Background: an optimization exercise with open tools, aiming at small area, a short achievable clock period and few clock cycles. Do not read the settings as production practice.
Function was checked by simulation only, so behaviour that the tests miss may differ from the original.
No activity file was given, so power comes from the tool's default toggle rates.

--- flow/config.mk ---
export PLATFORM = sky130hd
export DESIGN_NAME = pid_f32_core
export DESIGN_NICKNAME = pid_f32_core
export VERILOG_FILES = /design/flow/design.v
export SDC_FILE = /design/flow/constraint.sdc
export NUM_CORES = 4
export LEC_CHECK = 0
export CAP_MARGIN = 40
export CELL_PAD_IN_SITES_GLOBAL_PLACEMENT = 2
export CORE_MARGIN = 2
export CORE_UTILIZATION = 25
export PLACE_DENSITY = 0.35
export SLEW_MARGIN = 40
--- flow/constraint.sdc ---
create_clock -name core_clock -period 33.0 [get_ports {clk}]
set_input_delay 6.6000 -clock core_clock [delete_from_list [all_inputs] [get_ports {clk}]]
set_output_delay 6.6000 -clock core_clock [all_outputs]
set_load 0.01 [all_outputs]
--- flow/design.v ---
module fp_round_pack #(
    parameter W = 52
) (
    input  wire               sign,
    input  wire signed [11:0] exp2,     
    input  wire [W-1:0]       mag,
    input  wire               sticky,
    output reg  [31:0]        result
);
    integer i;
    reg [7:0]          lz;
    reg [W-1:0]        norm;
    reg [W-1:0]        sub;
    reg                sub_st;
    reg signed [11:0]  bexp;
    reg [11:0]         rsh;
    reg [23:0]         mant;
    reg                rbit, sbit, inc;
    reg [30:0]         pk;
    always @* begin
        lz = 8'd0;
        for (i = 0; i < W; i = i + 1)
            if (mag[i]) lz = W - 1 - i;
        norm = mag << lz;
        bexp = exp2 + (W - 1) - $signed({4'b0, lz}) + 12'sd127;
        sub = norm;
        sub_st = 1'b0;
        rsh = 12'd0;
        if (bexp < 1) begin
            rsh = 12'sd1 - bexp;
            if (rsh > W) rsh = W;
            for (i = 0; i < W; i = i + 1)
                if (i < rsh && norm[i]) sub_st = 1'b1;
            sub = norm >> rsh;
        end
        mant = sub[W-1 -: 24];
        rbit = sub[W-25];
        sbit = sticky | sub_st | (|sub[W-26:0]);
        inc = rbit & (sbit | mant[0]);
        if (bexp < 1)
            pk = {8'd0, mant[22:0]} + {30'd0, inc};
        else
            pk = {bexp[7:0], mant[22:0]} + {30'd0, inc};
        if (mag == 0)
            result = {sign, 31'd0};
        else if (bexp >= 255)
            result = {sign, 8'hFF, 23'd0};
        else
            result = {sign, pk};
    end
endmodule
module fp_add (
    input  wire [31:0] a,
    input  wire [31:0] b,
    input  wire        sub,
    output reg  [31:0] y
);
    localparam X = 27;                  
    wire        sb   = b[31] ^ sub;
    wire        a_big = a[30:0] >= b[30:0];
    wire [31:0] big  = a_big ? a : {sb, b[30:0]};
    wire [31:0] sml  = a_big ? {sb, b[30:0]} : a;
    wire [23:0] mbig = {big[30:23] != 0, big[22:0]};
    wire [23:0] msml = {sml[30:23] != 0, sml[22:0]};
    wire [7:0]  ebig = (big[30:23] == 0) ? 8'd1 : big[30:23];
    wire [7:0]  esml = (sml[30:23] == 0) ? 8'd1 : sml[30:23];
    wire [7:0]  d    = ebig - esml;
    wire [5:0]  dc   = (d > 8'd40) ? 6'd40 : d[5:0];
    wire [23+X:0] abig = {mbig, {X{1'b0}}};
    wire [23+X:0] asml_full = {msml, {X{1'b0}}};
    wire [23+X:0] asml = asml_full >> dc;
    wire        lost = (asml << dc) != asml_full;
    wire [25+X:0] opb = {1'b0, abig, 1'b0};
    wire [25+X:0] ops = {1'b0, asml, lost};
    wire          eff_sub = big[31] ^ sml[31];
    wire [25+X:0] sum = eff_sub ? opb - ops : opb + ops;
    wire signed [11:0] e2 = $signed({4'b0, ebig}) - 12'sd127 - 12'sd23 - X - 1;
    wire [31:0] rp;
    fp_round_pack #(.W(26 + X)) u_rp (
        .sign(big[31]), .exp2(e2), .mag(sum), .sticky(1'b0), .result(rp)
    );
    wire a_nan = (a[30:23] == 8'hFF) && (a[22:0] != 0);
    wire b_nan = (b[30:23] == 8'hFF) && (b[22:0] != 0);
    wire a_inf = (a[30:23] == 8'hFF) && (a[22:0] == 0);
    wire b_inf = (b[30:23] == 8'hFF) && (b[22:0] == 0);
    always @* begin
        if (a_nan || b_nan || (a_inf && b_inf && (a[31] != sb)))
            y = 32'h7FC00000;
        else if (a_inf)
            y = a;
        else if (b_inf)
            y = {sb, b[30:0]};
        else if (sum == 0)
            y = {a[31] & sb, 31'd0};    
        else
            y = rp;
    end
endmodule
module fp_mul (
    input  wire [31:0] a,
    input  wire [31:0] b,
    output reg  [31:0] y
);
    wire        s  = a[31] ^ b[31];
    wire [23:0] ma = {a[30:23] != 0, a[22:0]};
    wire [23:0] mb = {b[30:23] != 0, b[22:0]};
    wire [7:0]  ea = (a[30:23] == 0) ? 8'd1 : a[30:23];
    wire [7:0]  eb = (b[30:23] == 0) ? 8'd1 : b[30:23];
    wire [47:0] prod = ma * mb;
    wire signed [11:0] e2 = $signed({4'b0, ea}) + $signed({4'b0, eb}) - 12'sd300;
    wire [31:0] rp;
    fp_round_pack #(.W(48)) u_rp (
        .sign(s), .exp2(e2), .mag(prod), .sticky(1'b0), .result(rp)
    );
    wire a_nan  = (a[30:23] == 8'hFF) && (a[22:0] != 0);
    wire b_nan  = (b[30:23] == 8'hFF) && (b[22:0] != 0);
    wire a_inf  = (a[30:23] == 8'hFF) && (a[22:0] == 0);
    wire b_inf  = (b[30:23] == 8'hFF) && (b[22:0] == 0);
    wire a_zero = a[30:0] == 0;
    wire b_zero = b[30:0] == 0;
    always @* begin
        if (a_nan || b_nan || (a_inf && b_zero) || (b_inf && a_zero))
            y = 32'h7FC00000;
        else if (a_inf || b_inf)
            y = {s, 8'hFF, 23'd0};
        else
            y = rp;
    end
endmodule
module fp_div100 (
    input  wire [31:0] a,
    output reg  [31:0] y
);
    localparam K = 10;                  
    integer i;
    reg [7:0]  lz;
    reg [23:0] ma;
    reg [23+K:0] num;
    reg [23+K:0] quo;
    reg [5:0]  rem;
    reg signed [11:0] e2;
    wire [31:0] rp;
    always @* begin
        ma = {a[30:23] != 0, a[22:0]};
        lz = 8'd0;
        for (i = 0; i < 24; i = i + 1)
            if (ma[i]) lz = 23 - i;
        num = {ma << lz, {K{1'b0}}};
        rem = 6'd0;
        for (i = 23 + K; i >= 0; i = i - 1) begin
            rem = {rem[4:0], num[i]};
            if (rem >= 6'd25) begin
                rem = rem - 6'd25;
                quo[i] = 1'b1;
            end else begin
                quo[i] = 1'b0;
            end
        end
        e2 = $signed({4'b0, (a[30:23] == 0) ? 8'd1 : a[30:23]}) - 12'sd127 - 12'sd23
             - $signed({4'b0, lz}) - K - 2;
    end
    fp_round_pack #(.W(24 + K)) u_rp (
        .sign(a[31]), .exp2(e2), .mag(quo), .sticky(rem != 0), .result(rp)
    );
    always @* begin
        if (a[30:23] == 8'hFF)
            y = (a[22:0] != 0) ? 32'h7FC00000 : a;
        else
            y = rp;
    end
endmodule
module pid_f32_core (
    input  wire         clk,
    input  wire         rst,
    input  wire         h_valid,
    output wire         h_ready,
    input  wire [191:0] h_req,
    output reg          h_rvalid,
    output reg  [31:0]  h_rdata
);
    localparam NAXES = 2;
    localparam OP_CFG = 4'd1, OP_GAINS = 4'd2, OP_LIM = 4'd3,
               OP_CALC = 4'd4, OP_CALCFB = 4'd5, OP_RD = 4'd6;
    localparam [31:0] F_ROT_LIM = 32'h45FFF800,    
                      F_ROT_PER = 32'h467FFC00,    
                      F_DEG_LIM = 32'h43340000,    
                      F_DEG_PER = 32'h43B40000,    
                      F_TWO     = 32'h40000000,    
                      F_I_EPS   = 32'h3A83126F;    
    localparam [4:0] S_IDLE  = 5'd0,
                     S_RESP  = 5'd1,
                     S_ERR   = 5'd2,    
                     S_WRAP  = 5'd3,    
                     S_VOID  = 5'd4,    
                     S_P1    = 5'd5,    
                     S_P2    = 5'd6,    
                     S_P3    = 5'd7,    
                     S_P4    = 5'd8,    
                     S_P5    = 5'd9,    
                     S_F4    = 5'd10,   
                     S_F5    = 5'd11,   
                     S_SUM1  = 5'd12,   
                     S_SUM2  = 5'd13,   
                     S_I1    = 5'd14,   
                     S_I2    = 5'd15,   
                     S_I3    = 5'd16,   
                     S_I4    = 5'd17,   
                     S_I5    = 5'd18,   
                     S_I6    = 5'd19,   
                     S_I7    = 5'd20,   
                     S_I8    = 5'd21,   
                     S_I9    = 5'd22,   
                     S_I10   = 5'd23;   
    function is_nan(input [31:0] x);
        is_nan = (x[30:23] == 8'hFF) && (x[22:0] != 0);
    endfunction
    function flt(input [31:0] x, input [31:0] y);
        if (is_nan(x) || is_nan(y))
            flt = 1'b0;
        else if (x[30:0] == 0 && y[30:0] == 0)
            flt = 1'b0;
        else if (x[31] != y[31])
            flt = x[31];
        else if (!x[31])
            flt = x[30:0] < y[30:0];
        else
            flt = x[30:0] > y[30:0];
    endfunction
    function fne0(input [31:0] x);
        fne0 = x[30:0] != 0;
    endfunction
    function [31:0] clamp(input [31:0] x, input [31:0] lim);
        if (flt(lim, x))
            clamp = lim;
        else if (flt(x, {~lim[31], lim[30:0]}))
            clamp = {~lim[31], lim[30:0]};
        else
            clamp = x;
    endfunction
    reg [31:0] r_p      [0:NAXES-1];
    reg [31:0] r_i      [0:NAXES-1];
    reg [31:0] r_d      [0:NAXES-1];
    reg [31:0] r_maxout [0:NAXES-1];
    reg [31:0] r_intlim [0:NAXES-1];
    reg [31:0] r_maxerr [0:NAXES-1];
    reg [31:0] r_dead   [0:NAXES-1];
    reg        r_mode   [0:NAXES-1];
    reg [31:0] r_set0   [0:NAXES-1];
    reg [31:0] r_set1   [0:NAXES-1];
    reg [31:0] r_set2   [0:NAXES-1];
    reg [31:0] r_get0   [0:NAXES-1];
    reg [31:0] r_get1   [0:NAXES-1];
    reg [31:0] r_get2   [0:NAXES-1];
    reg [31:0] r_err0   [0:NAXES-1];
    reg [31:0] r_err1   [0:NAXES-1];
    reg [31:0] r_err2   [0:NAXES-1];
    reg [31:0] r_iout   [0:NAXES-1];
    reg [31:0] r_posout [0:NAXES-1];
    reg [31:0] r_incout [0:NAXES-1];
    wire [31:0] w0 = h_req[191:160];
    wire [31:0] w1 = h_req[159:128];
    wire [31:0] w2 = h_req[127:96];
    wire [31:0] w3 = h_req[95:64];
    wire [31:0] w4 = h_req[63:32];
    wire [31:0] w5 = h_req[31:0];
    wire [3:0]  q_op  = w0[31:28];
    wire [7:0]  q_idx = w0[27:20];
    wire [7:0]  q_sub = w0[19:12];
    reg [4:0]  state;
    reg        ax;           
    reg [1:0]  dom;
    reg        fb;           
    reg [31:0] meas, setp, fbk;
    reg [31:0] err, t, pout, iout, dout, acc;
    assign h_ready = (state == S_IDLE) && !rst;
    wire take = h_valid && h_ready;
    wire idx_ok = q_idx < NAXES;
    wire q_ax   = q_idx[0];
    reg [31:0] rd_word;
    always @* begin
        case (q_sub)
            8'd0:  rd_word = r_p[q_ax];
            8'd1:  rd_word = r_i[q_ax];
            8'd2:  rd_word = r_d[q_ax];
            8'd3:  rd_word = r_maxout[q_ax];
            8'd4:  rd_word = r_intlim[q_ax];
            8'd5:  rd_word = r_maxerr[q_ax];
            8'd6:  rd_word = r_dead[q_ax];
            8'd7:  rd_word = {31'd0, r_mode[q_ax]};
            8'd8:  rd_word = r_set0[q_ax];
            8'd9:  rd_word = r_set1[q_ax];
            8'd10: rd_word = r_set2[q_ax];
            8'd11: rd_word = r_get0[q_ax];
            8'd12: rd_word = r_get1[q_ax];
            8'd13: rd_word = r_get2[q_ax];
            8'd14: rd_word = r_err0[q_ax];
            8'd15: rd_word = r_err1[q_ax];
            8'd16: rd_word = r_err2[q_ax];
            8'd17: rd_word = r_iout[q_ax];
            8'd18: rd_word = r_posout[q_ax];
            8'd19: rd_word = r_incout[q_ax];
            default: rd_word = 32'd0;
        endcase
    end
    reg  [31:0] add_a, add_b, mul_a, mul_b;
    reg         add_sub;
    wire [31:0] add_y, mul_y, div_y;
    fp_add    u_add (.a(add_a), .b(add_b), .sub(add_sub), .y(add_y));
    fp_mul    u_mul (.a(mul_a), .b(mul_b), .y(mul_y));
    fp_div100 u_div (.a(t), .y(div_y));
    always @* begin
        add_a = err;
        add_b = 32'd0;
        add_sub = 1'b0;
        mul_a = err;
        mul_b = 32'd0;
        case (state)
            S_ERR: begin
                add_a = setp; add_b = meas; add_sub = 1'b1;
            end
            S_WRAP: begin
                add_a = err;
                add_b = (dom == 2'd1) ? F_ROT_PER : F_DEG_PER;
                add_sub = !err[31];
            end
            S_P1:  begin mul_a = r_p[ax]; mul_b = err; end
            S_P2:  begin mul_a = r_i[ax]; mul_b = err; end
            S_P3:  begin add_a = r_iout[ax]; add_b = t; end
            S_P4:  begin add_a = err; add_b = r_err1[ax]; add_sub = 1'b1; end
            S_P5:  begin mul_a = r_d[ax]; mul_b = t; end
            S_F4:  begin mul_a = r_d[ax]; mul_b = fbk; end
            S_SUM1, S_I8: begin add_a = pout; add_b = iout; end
            S_SUM2, S_I9: begin add_a = acc; add_b = dout; end
            S_I1:  begin add_a = err; add_b = r_err1[ax]; add_sub = 1'b1; end
            S_I2:  begin mul_a = r_p[ax]; mul_b = t; end
            S_I3:  begin mul_a = r_i[ax]; mul_b = err; end
            S_I4:  begin mul_a = F_TWO; mul_b = r_err1[ax]; end
            S_I5:  begin add_a = err; add_b = t; add_sub = 1'b1; end
            S_I6:  begin add_a = t; add_b = r_err2[ax]; end
            S_I7:  begin mul_a = r_d[ax]; mul_b = t; end
            S_I10: begin add_a = r_incout[ax]; add_b = acc; end
            default: ;
        endcase
    end
    reg wrap_lo, wrap_hi;
    always @* begin
        wrap_lo = 1'b0;
        wrap_hi = 1'b0;
        if (dom == 2'd1) begin
            wrap_lo = flt(err, {1'b1, F_ROT_LIM[30:0]});
            wrap_hi = flt(F_ROT_LIM, err);
        end else if (dom == 2'd2) begin
            wrap_lo = flt(err, {1'b1, F_DEG_LIM[30:0]});
            wrap_hi = flt(F_DEG_LIM, err);
        end
    end
    wire [31:0] abs_err = {1'b0, err[30:0]};
    wire void_max  = fne0(r_maxerr[ax]) && flt(r_maxerr[ax], abs_err);
    wire void_dead = fne0(r_dead[ax]) && flt(abs_err, r_dead[ax]);
    wire small_i   = flt({1'b0, r_i[ax][30:0]}, F_I_EPS);
    integer k;
    always @(posedge clk) begin
        if (rst) begin
            state    <= S_IDLE;
            h_rvalid <= 1'b0;
            h_rdata  <= 32'd0;
            ax       <= 1'b0;
            dom      <= 2'd0;
            fb       <= 1'b0;
            meas     <= 32'd0;
            setp     <= 32'd0;
            fbk      <= 32'd0;
            err      <= 32'd0;
            t        <= 32'd0;
            pout     <= 32'd0;
            iout     <= 32'd0;
            dout     <= 32'd0;
            acc      <= 32'd0;
            for (k = 0; k < NAXES; k = k + 1) begin
                r_p[k]      <= 32'd0;
                r_i[k]      <= 32'd0;
                r_d[k]      <= 32'd0;
                r_maxout[k] <= 32'd0;
                r_intlim[k] <= 32'd0;
                r_maxerr[k] <= 32'd0;
                r_dead[k]   <= 32'd0;
                r_mode[k]   <= 1'b0;
                r_set0[k]   <= 32'd0;
                r_set1[k]   <= 32'd0;
                r_set2[k]   <= 32'd0;
                r_get0[k]   <= 32'd0;
                r_get1[k]   <= 32'd0;
                r_get2[k]   <= 32'd0;
                r_err0[k]   <= 32'd0;
                r_err1[k]   <= 32'd0;
                r_err2[k]   <= 32'd0;
                r_iout[k]   <= 32'd0;
                r_posout[k] <= 32'd0;
                r_incout[k] <= 32'd0;
            end
        end else begin
            h_rvalid <= 1'b0;
            case (state)
                S_IDLE: if (take) begin
                    h_rdata <= 32'd0;
                    state   <= S_RESP;
                    ax      <= q_ax;
                    dom     <= q_sub[1:0];
                    fb      <= (q_op == OP_CALCFB);
                    meas    <= w1;
                    setp    <= w2;
                    fbk     <= w3;
                    if (idx_ok) begin
                        case (q_op)
                            OP_CFG: if (q_sub < 8'd2) begin
                                r_mode[q_ax]   <= q_sub[0];
                                r_maxout[q_ax] <= w1;
                                r_intlim[q_ax] <= w2;
                                r_p[q_ax]      <= w3;
                                r_i[q_ax]      <= w4;
                                r_d[q_ax]      <= w5;
                            end
                            OP_GAINS: begin
                                r_p[q_ax] <= w1;
                                r_i[q_ax] <= w2;
                                r_d[q_ax] <= w3;
                            end
                            OP_LIM: begin
                                r_maxerr[q_ax] <= w1;
                                r_dead[q_ax]   <= w2;
                            end
                            OP_CALC, OP_CALCFB:
                                if (q_sub < 8'd3) state <= S_ERR;
                            OP_RD:
                                h_rdata <= rd_word;
                            default: ;
                        endcase
                    end
                end
                S_RESP: begin
                    h_rvalid <= 1'b1;
                    state    <= S_IDLE;
                end
                S_ERR: begin
                    err   <= add_y;
                    state <= S_WRAP;
                end
                S_WRAP: begin
                    if (wrap_lo || wrap_hi) err <= add_y;
                    state <= S_VOID;
                end
                S_VOID: begin
                    if (void_max || void_dead) begin
                        h_rdata <= 32'd0;
                        state   <= S_RESP;
                    end else if (fb || !r_mode[ax]) begin
                        state <= S_P1;
                    end else begin
                        state <= S_I1;
                    end
                end
                S_P1: begin pout <= mul_y; state <= S_P2; end
                S_P2: begin t <= mul_y; state <= S_P3; end
                S_P3: begin
                    if (fb && small_i)
                        iout <= 32'd0;
                    else
                        iout <= clamp(add_y, r_intlim[ax]);
                    state <= fb ? S_F4 : S_P4;
                end
                S_P4: begin t <= add_y; state <= S_P5; end
                S_P5: begin dout <= mul_y; state <= S_SUM1; end
                S_F4: begin t <= mul_y; state <= S_F5; end
                S_F5: begin dout <= {~div_y[31], div_y[30:0]}; state <= S_SUM1; end
                S_SUM1: begin acc <= add_y; state <= S_SUM2; end
                S_SUM2: begin
                    h_rdata         <= clamp(add_y, r_maxout[ax]);
                    r_posout[ax]    <= clamp(add_y, r_maxout[ax]);
                    r_iout[ax]      <= iout;
                    r_set2[ax] <= r_set1[ax]; r_set1[ax] <= setp; r_set0[ax] <= setp;
                    r_get2[ax] <= r_get1[ax]; r_get1[ax] <= meas; r_get0[ax] <= meas;
                    r_err2[ax] <= r_err1[ax]; r_err1[ax] <= err;  r_err0[ax] <= err;
                    state <= S_RESP;
                end
                S_I1: begin t <= add_y; state <= S_I2; end
                S_I2: begin pout <= mul_y; state <= S_I3; end
                S_I3: begin iout <= mul_y; state <= S_I4; end
                S_I4: begin t <= mul_y; state <= S_I5; end
                S_I5: begin t <= add_y; state <= S_I6; end
                S_I6: begin t <= add_y; state <= S_I7; end
                S_I7: begin dout <= mul_y; state <= S_I8; end
                S_I8: begin acc <= add_y; state <= S_I9; end
                S_I9: begin acc <= clamp(add_y, r_intlim[ax]); state <= S_I10; end
                S_I10: begin
                    h_rdata         <= clamp(add_y, r_maxout[ax]);
                    r_incout[ax]    <= clamp(add_y, r_maxout[ax]);
                    r_iout[ax]      <= iout;
                    r_set2[ax] <= r_set1[ax]; r_set1[ax] <= setp; r_set0[ax] <= setp;
                    r_get2[ax] <= r_get1[ax]; r_get1[ax] <= meas; r_get0[ax] <= meas;
                    r_err2[ax] <= r_err1[ax]; r_err1[ax] <= err;  r_err0[ax] <= err;
                    state <= S_RESP;
                end
                default: state <= S_IDLE;
            endcase
        end
    end
endmodule
--- flow/run.sh ---
#!/bin/bash
# synth_recipe.tcl (not shown) runs the flow's synth.tcl, then flattens the netlist and writes it again
# the make line also repeats each setting of config.mk as NAME=value (left out here)
make -C /OpenROAD-flow-scripts/flow DESIGN_CONFIG=/design/flow/config.mk WORK_HOME=/design/flow/orfs CLKGATE_MAP_FILE= SYNTH_SCRIPT=/design/flow/synth_recipe.tcl finish
==> notes.md <==
Avg Cell Area, Syn 8.36 µm²; Hold Startpoint fbk[1]$_SDFFE_PP0P_; leading area contributor after synthesis edfxtp_1; Post-CTS Hold Buffers 0; DRC Markers 0; clock slew at reported path FFs approximately 0.070 ns; Async SR Flop Fraction 0%; DP Wirelength 685 mm; Final Max Tran Viols 0; skew final between 0.1 and 0.15 ns; io pins approximately 230; worst reg-to-reg setup slack between 1 and 1.5 ns; total track usage around 32%; Starting Density 25.1%; main area contributors after synthesis edfxtp_1 24%, fa_1 7.6%, mux2i_1 7.3%, nand2_1 5.3%, dfxtp_1 5.1%; outcome no timing/DRC/antenna violations; final instance area approximately 160,000 µm²; slowest CP cell dfxtp_1; Post-synth EDFFs approximately 1,000; Slew @ Worst Pin 1.02 ns; Syn Std Cell Area between 100,000 and 150,000 µm²; Max-slew headroom between 30% and 40%; routability cong. ~0.93; crit path DAT roughly 32 ns; Skew-Pair Late Insertion Delay just over 0.9 ns; drt pass-1 iters 7; Critical R2R Capture dout[30]$_SDFFE_PP0P_; top-area cell type share of the netlist area between 20% and 30%; max-cap viol count 0; clk root buf clkbuf_16; CP startpoint kind register; Max Buffers Root-to-Sink 4; power density over cell area between 30 and 40 nW/µm²; Avg Vias per Cell between 5 and 6; Final #Nets 17,700; CP endpoint kind register; worst hold path class register to register; clk sinks 1,357; die footprint between 500,000 and 600,000 µm²; row cnt between 200 and 300; register area share after synthesis 28.7%; CTS H-tree depth 4; crit path kind register to register; Area Growth Syn to Fin 21.9%; worst path required time between 30 and 40 ns; R2R cell count between 150 and 200; final setup fails 0; hold slack 0.464 ns; number of vias in the routed layout 139,000; ys flop type edfxtp_1; Routed Antenna Nets 0; largest net degree at the start of global routing 100; CP dominant cell by count xnor2_2; Yosys warnings 7; largest fanout on the critical path 7; antenna violations before repair just over 80; reg2reg start t[19]$_SDFFE_PP0P_; core area between 500,000 and 600,000 µm²; number of distinct library cells after synthesis 142; layout cells sized above 1 16.9%; clock buffer count from CTS ~180; Post-DP Area 152,000 µm²; Worst VDD drop approximately 37 µV; Fin. Hold Viols 0; Final Util 30.6%; Post-Synthesis Cells between 15,000 and 20,000; number of synthesized register bits 1,357; Hold Path Sink fbk[1]$_SDFFE_PP0P_; Final Routed Wirelength roughly 890 mm; TritonCTS clock tree done; FILL cells approximately 55,000; Critical Path Max Stage Delay between 0.6 and 0.7 ns; Die Y 726 µm; port bufs 216; most common cell in the synthesized netlist nand2_1; min Tclk post-route between 30 and 40 ns; Peak Freq 31.6 MHz; period utilisation layout 95.8%; drt wl/cell about 38 µm; Die X 726 µm; grt ovf 0; vias in the first global route 135,000; global-route wire length before repair 1190 mm; WHS Path Cells 2; synth cell count leaders 1,836 x nand2_1, 1,703 x nor2_1, 1,026 x edfxtp_1; leakage dissipation ~60 nW; drt initial violations between 15,000 and 20,000
## per-stage QoR
stage | power, mW | TNS [ns] | instances | setup WS [ns]
after floorplan | 2.50 | 0 | 15600 | 0.00923
after global placement | 3.11 | -32.71 | 23200 | -1.28
after detailed placement | 3.11 | -1.75 | 23200 | -0.246
after CTS | 5.05 | 0 | 23500 | 0.0680
after global routing | 5.18 | -0.814 | 23600 | -0.175
final | 5.07 | 0 | 23700 | 1.39
## power breakdown
part	leakage [nW]	switching [mW]	internal (mW)
Clock	2.71	0.846	1.11
Sequential	13.2	0.0554	1.89
Combinational	44.3	0.802	0.366
## sequential cells by signal, summed over array words and instances (netlist names), 64 cells and up, named ones only
signal and cells:
r_maxerr 64, r_p 64, r_d 64, r_set2 64
r_dead 64, r_get1 64, r_err1 64, r_incout 64
r_posout 64, r_iout 64, r_maxout 64, r_err2 64
r_intlim 64, r_i 64, r_get2 64
## cell usage in the layout (no fill, tap or decap), drive strengths merged, types with 55 or more instances in the layout
master | Yosys | layout
nor2b | 74 | 74
o221ai | 71 | 71
a21oi | 894 | 894
o31ai | 82 | 82
or3 | 74 | 74
buf | 213 | 1667
dfxtp | 331 | 331
a221o | 74 | 74
edfxtp | 1026 | 1026
nand2b | 89 | 89
a31oi | 162 | 162
nor3 | 329 | 329
a211oi | 218 | 218
clkinv | 11 | 55
nor2 | 1706 | 1706
o21a | 65 | 65
mux2i | 954 | 954
o22ai | 236 | 237
and2 | 433 | 434
a222oi | 85 | 85
nand4 | 149 | 149
o211ai | 259 | 259
o2111ai | 74 | 74
clkdlybuf4s50 | 0 | 211
clkbuf | 913 | 256
nand3 | 425 | 425
xnor2 | 177 | 177
mux2 | 203 | 203
ha | 486 | 486
o21ai | 936 | 936
a221oi | 157 | 157
nand2 | 1840 | 1840
nor4 | 151 | 151
inv | 690 | 701
xor2 | 60 | 60
a22oi | 190 | 190
fa | 493 | 493
and3 | 272 | 272
a21o | 112 | 112
## cell families after synthesis
logic type,Yosys count,share of synthesized area (%)
AND/OR/NAND/NOR,5773,20.5
AO/OA/AOI/OAI,4246,22.1
buffers and inverters,1827,5.40
flip-flops,1357,28.7
multiplexers,1177,9.43
adder cells (fa/ha/maj),980,12.2
XOR/XNOR,237,1.60
other,1,0.00287
## layout make-up
| class | count | area [µm²] | area share, % |
|---|---|---|---|
| repair buffers | 1882 | 15600 | 9.79 |
| multi-input cells | 12400 | 89000 | 56.0 |
| clock inverters | 69 | 649 | 0.408 |
| flip-flops and latches | 1357 | 37400 | 23.5 |
| diodes | 39 | 97.6 | 0.0614 |
| clock buffers | 252 | 4880 | 3.07 |
| inverters | 701 | 2650 | 1.67 |
| well taps | 6942 | 8690 | 5.46 |
## worst max-delay path by stage
stage | start | endpoint | slack, ns | cells after the start
floorplan | t[23]$_SDFFE_PP0P_ | dout[30]$_SDFFE_PP0P_ | 0.009 | 180
global placement | t[23]$_SDFFE_PP0P_ | dout[9]$_SDFFE_PP0P_ | -1.28 | 172
detailed placement | t[23]$_SDFFE_PP0P_ | dout[0]$_SDFFE_PP0P_ | -0.25 | 167
CTS | t[23]$_SDFFE_PP0P_ | dout[30]$_SDFFE_PP0P_ | 0.07 | 169
global route | t[25]$_SDFFE_PP0P_ | dout[30]$_SDFFE_PP0P_ | -0.18 | 173
finish | t[19]$_SDFFE_PP0P_ | dout[30]$_SDFFE_PP0P_ | 1.39 | 169
## worst max-delay path, delay by kind of cell (launching register included)
kind	cells	cell delay, ns
xor+xnor	19	3.35
compound gates	58	11.50
mux	5	1.09
simple gates	43	7.13
flops	1	0.66
buf+inv	21	2.47
fa+ha+maj	23	5.18
## timing repair
action	in CTS	in global routing
setup buffers	1	73
cloned	0	2
pin swaps	0	103
gates resized for setup	17	177
endpoints found under the setup margin	26	255
## routing by layer
layer	global-route usage [%]	share of wire, %	vias to the layer above
met5	0.281	0.021	-
met4	13.9	5.2	12
met3	4.01	6.4	1174
met2	52.2	45	6195
met1	43.3	43	71700
li1	-	-	59500
Testbench counts, summed over its fixed seeds: cycles 196,077.

afterwards: timing with drivers on the ports:
Ports are ideal in the flow. The routed layout listed here was re-timed in OpenROAD.
Step 1 (the two cells are an assumption about what drives the block):
set clk [get_ports {clk}]
set_driving_cell -lib_cell sky130_fd_sc_hd__clkbuf_16 $clk
set_driving_cell -lib_cell sky130_fd_sc_hd__buf_2 [delete_from_list [all_inputs] $clk]
Step 2 moves the port delays by t, midway between the first and last clock arrival at a register: inputs arrive t later, outputs are due t later. That takes back most of the time a late clock gives input paths.
Slacks: ideal / step 1 / step 2; pairs: ideal / step 1.
shift t [ns]: 0.981
setup slack, ns: 1.392 / 1.392 / 1.392
latest minus earliest clock arrival (ns): 0.107 / 0.107
worst slew at a driven data input, ns: 0.18
pins driven straight from the clock port: 1
After both steps this run still meets setup and hold. For this run, drivers alone change the setup slack by 0.000 ns; drivers and shift together by 0.000 ns.
